Background: an optimization exercise with open tools, aiming at small area, a short achievable clock period and few clock cycles per item. Do not read the settings as production practice. In this exercise RTL edits were held to simulation tests only and were not proved equivalent to the original.

==> v7 <==
==> flow/design.v (excerpt) <==
module adsb_encoder (
    input  wire         clk,
    input  wire         rst,
    input  wire         in_valid,
    output wire         in_ready,
    input  wire [1:0]   op,
    input  wire [23:0]  icao,
    input  wire [2:0]   ca,
    input  wire [4:0]   tc,
    input  wire [1:0]   ss,
    input  wire         nicsb,
    input  wire         tbit,
    input  wire         surface,
    input  wire [31:0]  alt,       
    input  wire [31:0]  lat,       
    input  wire [31:0]  lon,       
    input  wire [63:0]  name,      
    input  wire [87:0]  msg,       
    output wire         out_valid,
    input  wire         out_ready,
    output wire [111:0] frame_e,   
    output wire [111:0] frame_o,
    output wire [7:0]   diag,
    output wire [23:0]  crc,
    output wire         err
);
    localparam [1:0] OP_POS = 2'd0, OP_ID = 2'd1;
    wire [8:0]  alt_z;
    adsb_alt_a u_alt_a (.alt(alt), .z(alt_z));
    wire [31:0] la = surface ? {lat[27:0], 4'd0} : lat;
    wire [31:0] lo = surface ? {lon[27:0], 4'd0} : lon;
    wire [5:0]  nl_base;
    wire        nl_past, nl_far;
    adsb_nl u_nl (.lat(lat), .base(nl_base), .past(nl_past), .far(nl_far));
    wire [16:0] yz_e, yz_o;
    adsb_cpr_lat u_lat (.la(la), .yz_e(yz_e), .yz_o(yz_o));
    function [6:0] char_code(input [7:0] ch);
        begin
            if (ch >= 8'h30 && ch <= 8'h39)
                char_code = {1'b0, ch[5:0]};
            else if ((ch >= 8'h41 && ch <= 8'h5A) || (ch >= 8'h61 && ch <= 8'h7A))
                char_code = {2'b00, ch[4:0]};
            else if (ch == 8'h5F)
                char_code = {1'b0, 6'd32};
            else
                char_code = {1'b1, 6'd32};
        end
    endfunction
    reg [47:0] id_chars;
    reg [7:0]  id_diag;
    integer i;
    always @* begin
        for (i = 0; i < 8; i = i + 1)
            {id_diag[i], id_chars[47 - 6*i -: 6]} = char_code(name[63 - 8*i -: 8]);
    end
    wire        is_pos = (op == OP_POS);
    wire [31:0] hdr = {5'd17, ca, icao};
    wire [87:0] m_d  = is_pos ? {hdr, tc, ss, nicsb, alt[11:0], tbit, lo[17], yz_e, lo[16:0]} :
                       (op == OP_ID) ? {hdr, 5'd1, 3'd0, id_chars} : msg;
  ...
==> flow/config.mk <==
export PLATFORM = sky130hd
export DESIGN_NAME = adsb_encoder
export DESIGN_NICKNAME = adsb_encoder
export VERILOG_FILES = /design/flow/design.v
export SDC_FILE = /design/flow/constraint.sdc
export NUM_CORES = 4
export LEC_CHECK = 0
export CAP_MARGIN = 20
export CORE_MARGIN = 2
export CORE_UTILIZATION = 40
export PLACE_DENSITY = 0.6
export SLEW_MARGIN = 20
==> flow/constraint.sdc <==
create_clock -name core_clock -period 34.0 [get_ports {clk}]
set_input_delay 6.8000 -clock core_clock [delete_from_list [all_inputs] [get_ports {clk}]]
set_output_delay 6.8000 -clock core_clock [all_outputs]
set_load 0.01 [all_outputs]
standard.sh (not shown) runs the stock make flow with config.mk's settings and CLKGATE_MAP_FILE= SYNTH_SCRIPT=/design/flow/synth_recipe.tcl, a recipe that flattens the netlist after the stock synthesis.
==> flow/flow/run.sh <==
#!/bin/bash
# The standard layout (standard.sh: ORFS synthesis to final layout, unchanged),
# with the port buffers that global placement inserts on every input and output
# made from sky130_fd_sc_hd__buf_2 instead of the cell buffer_ports picks by
# default (clkdlybuf4s50_1, a delay cell of twice the area and about 0.4 ns more
# delay). Every port still gets its own buffer.
set -euo pipefail
export BUFFER_PORTS_ARGS="-buffer_cell sky130_fd_sc_hd__buf_2"
bash standard.sh finish > standard_flow.log 2>&1
==> inputs of v11, as changes to v7 <==
==> flow/run.sh (new file) <==
#!/bin/bash
# synth_recipe.tcl (not shown) runs the flow's synth.tcl, then flattens the netlist and writes it again
# the make line also repeats each setting of config.mk as NAME=value (left out here)
make -C /OpenROAD-flow-scripts/flow DESIGN_CONFIG=/design/flow/config.mk WORK_HOME=/design/flow/orfs CLKGATE_MAP_FILE= SYNTH_SCRIPT=/design/flow/synth_recipe.tcl finish
removed: flow/flow/run.sh
removed: flow/standard.sh
==> results.txt <==
- In sequential cell count, v7 and v11 do not differ.
- Synthesized cell count is the same in v7 and v11.
- In v11 the routed wire length is higher than in v7, by 1.5%.
Testbench counts of v7, summed over its fixed seeds: cycles 1,928, items 1,920.
Testbench counts of v11, summed over its fixed seeds: cycles 1,928, items 1,920.

========
==> job 738 <==
adsb_encoder, a different RTL version from the one above (not shown whole).
## adsb_encoder
module adsb_encoder (
    input  wire         clk,
    input  wire         rst,
    input  wire         in_valid,
    output wire         in_ready,
    input  wire [1:0]   op,
    input  wire [23:0]  icao,
    input  wire [2:0]   ca,
    input  wire [4:0]   tc,
    input  wire [1:0]   ss,
    input  wire         nicsb,
    input  wire         tbit,
    input  wire         surface,
    input  wire [31:0]  alt,       
    input  wire [31:0]  lat,       
    input  wire [31:0]  lon,       
    input  wire [63:0]  name,      
    input  wire [87:0]  msg,       
    output wire         out_valid,
    input  wire         out_ready,
    output wire [111:0] frame_e,   
    output wire [111:0] frame_o,
    output wire [7:0]   diag,
    output wire [23:0]  crc,
    output wire         err
);
Settings: LEC_CHECK=0, CAP_MARGIN=20, CORE_MARGIN=2, CORE_UTILIZATION=40, PLACE_DENSITY=0.6, SLEW_MARGIN=50; clock period 34.0 ns.
==> flow/flow/run.sh <==
#!/bin/bash
# The standard layout (standard.sh: ORFS synthesis to final layout, unchanged),
# with the port buffers that global placement inserts on every input and output
# made from sky130_fd_sc_hd__buf_1 instead of the cell buffer_ports picks by
# default (clkdlybuf4s50_1, a delay cell of 2.7 times the area and about 0.4 ns more
# delay). Every port still gets its own buffer.
set -euo pipefail
export BUFFER_PORTS_ARGS="-buffer_cell sky130_fd_sc_hd__buf_1"
bash standard.sh finish > standard_flow.log 2>&1
==> inputs of job 2171, as changes to job 738 <==
==> flow/flow/run.sh (replaced) <==
#!/bin/bash
# The standard layout (standard.sh: ORFS synthesis to final layout, unchanged),
# with the port buffers that global placement inserts on every input and output
# made from sky130_fd_sc_hd__buf_2 instead of the cell buffer_ports picks by
# default (clkdlybuf4s50_1, a delay cell of twice the area and about 0.4 ns more
# delay). Every port still gets its own buffer.
set -euo pipefail
export BUFFER_PORTS_ARGS="-buffer_cell sky130_fd_sc_hd__buf_2"
bash standard.sh finish > standard_flow.log 2>&1
- CORE_UTILIZATION: 40 -> 55
- PLACE_DENSITY: 0.6 -> 0.75
- SLEW_MARGIN: 50 -> 20
==> flow_summary.toml <==
[status]
status = "no timing/DRC/antenna violations"

[worst_setup_path]
path_depth = 25
path_class = "flip-flop to primary output"
(the above is from job 738)
==> flow_summary.toml <==
[status]
status = "no timing/DRC/antenna violations"

[worst_setup_path]
slowest_delay_ps = 690
crit_path_max_fanout = 62
path_class = "input pin to flip-flop"
path_depth = 29

[final_layout]
buf_share = 0.0844
(the above is from job 2171)
Testbench counts of job 738, summed over its fixed seeds: cycles 1,928, items 1,920.
Testbench counts of job 2171, summed over its fixed seeds: cycles 1,928, items 1,920.

========
==> run a: inputs <==
adsb_encoder again, from the RTL that the note above started with.
export LEC_CHECK = 0
export CAP_MARGIN = 20
export CORE_MARGIN = 2
export CORE_UTILIZATION = 40
export PLACE_DENSITY = 0.6
export SLEW_MARGIN = 60
create_clock -name core_clock -period 34.0 [get_ports {clk}]
==> flow/flow/run.sh <==
#!/bin/bash
# The standard layout (standard.sh: ORFS synthesis to final layout, unchanged),
# with the port buffers that global placement inserts on every input and output
# made from sky130_fd_sc_hd__buf_1 instead of the cell buffer_ports picks by
# default (clkdlybuf4s50_1, a delay cell of 2.7 times the area and about 0.4 ns more
# delay). Every port still gets its own buffer.
set -euo pipefail
export BUFFER_PORTS_ARGS="-buffer_cell sky130_fd_sc_hd__buf_1"
bash standard.sh finish > standard_flow.log 2>&1
==> run b: changes against run a <==
- SLEW_MARGIN: 60 -> 75
==> summary.txt <==
Non-CTS buffers: 793
Crit path depth: 26
R2R depth: 7
final non-filler cell total: 5413
met2 usage: 0.478
fin util: 0.478
fraction of area in multi-input gates: 0.713
vias in the first global route: 30.0k
outcome: complete, no violations
final worst-path cycle share: 0.425
-- figures above: run b

==> summary.txt <==
outcome: complete, no violations
Non-CTS buffers: 610
fin util: 0.437
met2 usage: 0.468
final worst-path cycle share: 0.419
vias in the first global route: 28.8k
design area: 36400 um^2
Crit path depth: 25
top cells by count, synth: xnor2_1 (567), inv_1 (378), ha_1 (263)
largest family of logic cells by synthesized area: adder cells
-- figures above: run a

Testbench counts of run a, summed over its fixed seeds: cycles 1,928, items 1,920.
Testbench counts of run b, summed over its fixed seeds: cycles 1,928, items 1,920.

========
==> inputs of trial 42 <==
adsb_encoder, a different RTL version from the one above (not shown whole).
// adsb_encoder
module adsb_encoder (
    input  wire         clk,
    input  wire         rst,
    input  wire         in_valid,
    output wire         in_ready,
    input  wire [1:0]   op,
    input  wire [23:0]  icao,
    input  wire [2:0]   ca,
    input  wire [4:0]   tc,
    input  wire [1:0]   ss,
    input  wire         nicsb,
    input  wire         tbit,
    input  wire         surface,
    input  wire [31:0]  alt,       
    input  wire [31:0]  lat,       
    input  wire [31:0]  lon,       
    input  wire [63:0]  name,      
    input  wire [87:0]  msg,       
    output wire         out_valid,
    input  wire         out_ready,
    output wire [111:0] frame_e,   
    output wire [111:0] frame_o,
    output wire [7:0]   diag,
    output wire [23:0]  crc,
    output wire         err
);
==> flow/config.mk <==
export PLATFORM = sky130hd
export DESIGN_NAME = adsb_encoder
export DESIGN_NICKNAME = adsb_encoder
export VERILOG_FILES = /design/flow/design.v
export SDC_FILE = /design/flow/constraint.sdc
export NUM_CORES = 4
export LEC_CHECK = 0
export CAP_MARGIN = 20
export CORE_MARGIN = 2
export CORE_UTILIZATION = 40
export PLACE_DENSITY = 0.6
export SLEW_MARGIN = 50
==> flow/constraint.sdc <==
create_clock -name core_clock -period 34.0 [get_ports {clk}]
set_input_delay 6.8000 -clock core_clock [delete_from_list [all_inputs] [get_ports {clk}]]
set_output_delay 6.8000 -clock core_clock [all_outputs]
set_load 0.01 [all_outputs]
Scripts as last shown in full above: flow/flow/run.sh
==> trial 49: changes against trial 42 <==
Settings changed: SLEW_MARGIN 50 to 60.
==> run_results.csv <==
group,metric,value,unit
setup_path,critical_path_buf_inv_count,4,
cells_and_area,multi_input_area_share,72.1,%
global_route,grtUsageTotal,29.7,%
run_status,status,"finished clean",
cells_and_area,clock_tree_area_fraction,1.75,%
cells_and_area,nets,4826,
cells_and_area,nNonClkBuffers,598,
cells_and_area,multi_input_area,0.0255,mm^2
setup_path,critPathSlowestCell,"o21ai_2",
[end of results for trial 42]
==> run_results.csv <==
group,metric,value,unit
run_status,status,"finished clean",
setup_path,critical_path_buf_inv_count,7,
cells_and_area,nets,4836,
clock_tree,cts.htree.levels,4,
cells_and_area,clock_tree_area_fraction,1.71,%
cells_and_area,multi_input_area,0.0258,mm^2
cells_and_area,multi_input_area_share,72.0,%
clock_tree,worstSkewPairLatency,0.51,ns
setup_path,critPathSlowestCell,"ha_1",
logic_synthesis,synth_fa_ha_area_share,24.3,%
cells_and_area,nNonClkBuffers,608,
[end of results for trial 49]
Testbench counts of trial 42, summed over its fixed seeds: cycles 1,928, items 1,920.
Testbench counts of trial 49, summed over its fixed seeds: cycles 1,928, items 1,920.

========
==> inputs of 07-01 <==
RTL: one of the versions met above, not the one the previous note started from.
clock: 34.0 ns
lec_check: 0
cap_margin: 20
core_margin: 2
core_utilization: 40
place_density: 0.6
slew_margin: 55
Scripts as last shown in full above: flow/flow/run.sh
==> 05-26 (differences from 07-01) <==
==> flow/flow/run.sh (replaced) <==
#!/bin/bash
# The standard layout (standard.sh: ORFS synthesis to final layout, unchanged),
# with the port buffers that global placement inserts on every input and output
# made from sky130_fd_sc_hd__buf_2 instead of the cell buffer_ports picks by
# default (clkdlybuf4s50_1, a delay cell of twice the area and about 0.4 ns more
# delay). Every port still gets its own buffer.
set -euo pipefail
export BUFFER_PORTS_ARGS="-buffer_cell sky130_fd_sc_hd__buf_2"
bash standard.sh finish > standard_flow.log 2>&1
--- a/flow/config.mk
+++ b/flow/config.mk
@@ -11,2 +11,2 @@
 export PLACE_DENSITY = 0.6
-export SLEW_MARGIN = 55
+export SLEW_MARGIN = 20
==> summary of the runs <==
- In 05-26 the final area is larger than in 07-01, by about 1%.
- In synthesized cell count, 07-01 and 05-26 do not differ.
- Of 07-01 and 05-26, 05-26 has the higher first-iteration DRC count (gap about 4%, measured against 05-26).
- Between 05-26 and 07-01, the lower wire length is in 05-26 (gap 0.93%, measured against 07-01).
- Global-route usage: 05-26 is lower than 07-01 (0.34 points).
- Sequential share of layout area: 05-26 is lower than 07-01 (0.11 points).
- Critical path depth: 05-26 is lower than 07-01 (5).
- Utilization: 05-26 is higher than 07-01 (0.44 points).
==> figures <==
                                                                      07-01               05-26
Outcome                                    no timing/DRC/antenna violations  no timing/DRC/antenna violations
Start point of the critical path                         ol_r[12]$_DFFE_PP_  ol_r[11]$_DFFE_PP_
GR Layer Usage met3                                                   5.76%               5.39%
Total via count after detailed routing                                29510               29466
Share of post-route cells with drive strength above 1                 5.80%               17.9%
Routed length on met3                                              11200 um            10800 um
Clock period minus final worst setup slack                         14.22 ns            14.52 ns
Non-clk bufs                                                            602                 590
Number of iterations in the first detailed-routing pass                   7                   6
Stage delay of the slowest cell on the critical path                0.56 ns             0.74 ns
Fraction of met2 tracks used by global routing                        46.1%               45.6%
Data arrival, critical path                                         7.42 ns             7.72 ns
Finished layout cell area                                        36100 um^2          36500 um^2
Layout Skew                                                       0.0119 ns           0.0147 ns
Filler Cells Inserted                                                  8467                8431
Testbench counts of 07-01, summed over its fixed seeds: cycles 1,928, items 1,920.
Testbench counts of 05-26, summed over its fixed seeds: cycles 1,928, items 1,920.

========
==> inputs of job 3482 <==
adsb_encoder again, from the RTL that the note above started with.
export LEC_CHECK = 0
export CAP_MARGIN = 20
export CORE_MARGIN = 2
export CORE_UTILIZATION = 40
export PLACE_DENSITY = 0.6
export SLEW_MARGIN = 20
create_clock -name core_clock -period 34.0 [get_ports {clk}]
==> flow/flow/run.sh <==
#!/bin/bash
# The standard layout (standard.sh: ORFS synthesis to final layout, unchanged),
# with the port buffers that global placement inserts on every input and output
# made from sky130_fd_sc_hd__buf_1 instead of the cell buffer_ports picks by
# default (clkdlybuf4s50_1, a delay cell of 2.7 times the area and about 0.4 ns more
# delay). Every port still gets its own buffer.
set -euo pipefail
export BUFFER_PORTS_ARGS="-buffer_cell sky130_fd_sc_hd__buf_1"
bash standard.sh finish > standard_flow.log 2>&1
==> job 3969: changes against job 3482 <==
==> flow/flow/run.sh (replaced) <==
#!/bin/bash
# The standard layout (standard.sh: ORFS synthesis to final layout, unchanged),
# with the port buffers that global placement inserts on every input and output
# made from sky130_fd_sc_hd__buf_2 instead of the cell buffer_ports picks by
# default (clkdlybuf4s50_1, a delay cell of twice the area and about 0.4 ns more
# delay). Every port still gets its own buffer.
set -euo pipefail
export BUFFER_PORTS_ARGS="-buffer_cell sky130_fd_sc_hd__buf_2"
bash standard.sh finish > standard_flow.log 2>&1
Settings changed: SLEW_MARGIN 20 to 60.
==> flow_metrics.tcl <==
set metrics [dict create \
    crit_path_cell_chain "nand2_1, fa_1, inv_1, fa_1, fa_1, fa_1, ha_1, or3_1, o211ai_1, o211ai_1, a32oi_1, nand2_1, xnor2_1, xor2_1, xnor2_1, xnor3_1, xnor2_1, xnor2_1, buf_1" \
    status "complete, no violations" \
    wl_met1_mm 54.2 \
    finalWeightedCongestion 0.986 \
]
Source of the figures above: job 3482

==> flow_metrics.tcl <==
set metrics [dict create \
    wl_met1_mm 53.3 \
    finalWeightedCongestion 0.989 \
    synth_fp_nets 4651 \
    status "complete, no violations" \
]
Source of the figures above: job 3969

Testbench counts of job 3482, summed over its fixed seeds: cycles 1,928, items 1,920.
Testbench counts of job 3969, summed over its fixed seeds: cycles 1,928, items 1,920.

[afterwards: timing with drivers on the ports]
No port has a modelled driver above. Below, the same layouts with a new extraction and two added sets of constraints.
Step 1, drivers: a clkbuf_16 drives clk and a buf_2 each remaining input, both assumed.
Step 2, shift: input delay + t, output delay - t, t = (earliest + latest rising clock arrival at the registers) / 2. This alone moves slack from input paths to output paths.
Three values: no drivers, after step 1, after step 2; two values: the first two.
run | t, ns | setup slack, ns | worst setup path at the end
v7 | 0.534 | 19.060 / 18.993 / 19.412 | input to register
v11 | 0.552 | 18.417 / 18.342 / 18.895 | register to output
job 738 | 0.536 | 19.743 / 19.685 / 19.261 | input to register
job 2171 | 0.550 | 19.155 / 19.198 / 18.648 | input to register
run a | 0.544 | 19.751 / 19.692 / 19.406 | input to register
run b | 0.541 | 19.563 / 19.496 / 19.883 | input to register
trial 42 | 0.554 | 19.155 / 19.189 / 18.635 | input to register
trial 49 | 0.554 | 19.628 / 19.657 / 19.103 | input to register
07-01 | 0.544 | 19.778 / 19.713 / 19.410 | input to register
05-26 | 0.546 | 19.479 / 19.410 / 19.050 | input to register
job 3482 | 0.537 | 19.443 / 19.380 / 19.189 | input to register
job 3969 | 0.539 | 19.767 / 19.701 / 19.465 | input to register
After both steps every run listed still meets setup and hold. For trial 49, which loses most, drivers alone change the setup slack by +0.029 ns; drivers and shift together by -0.525 ns.
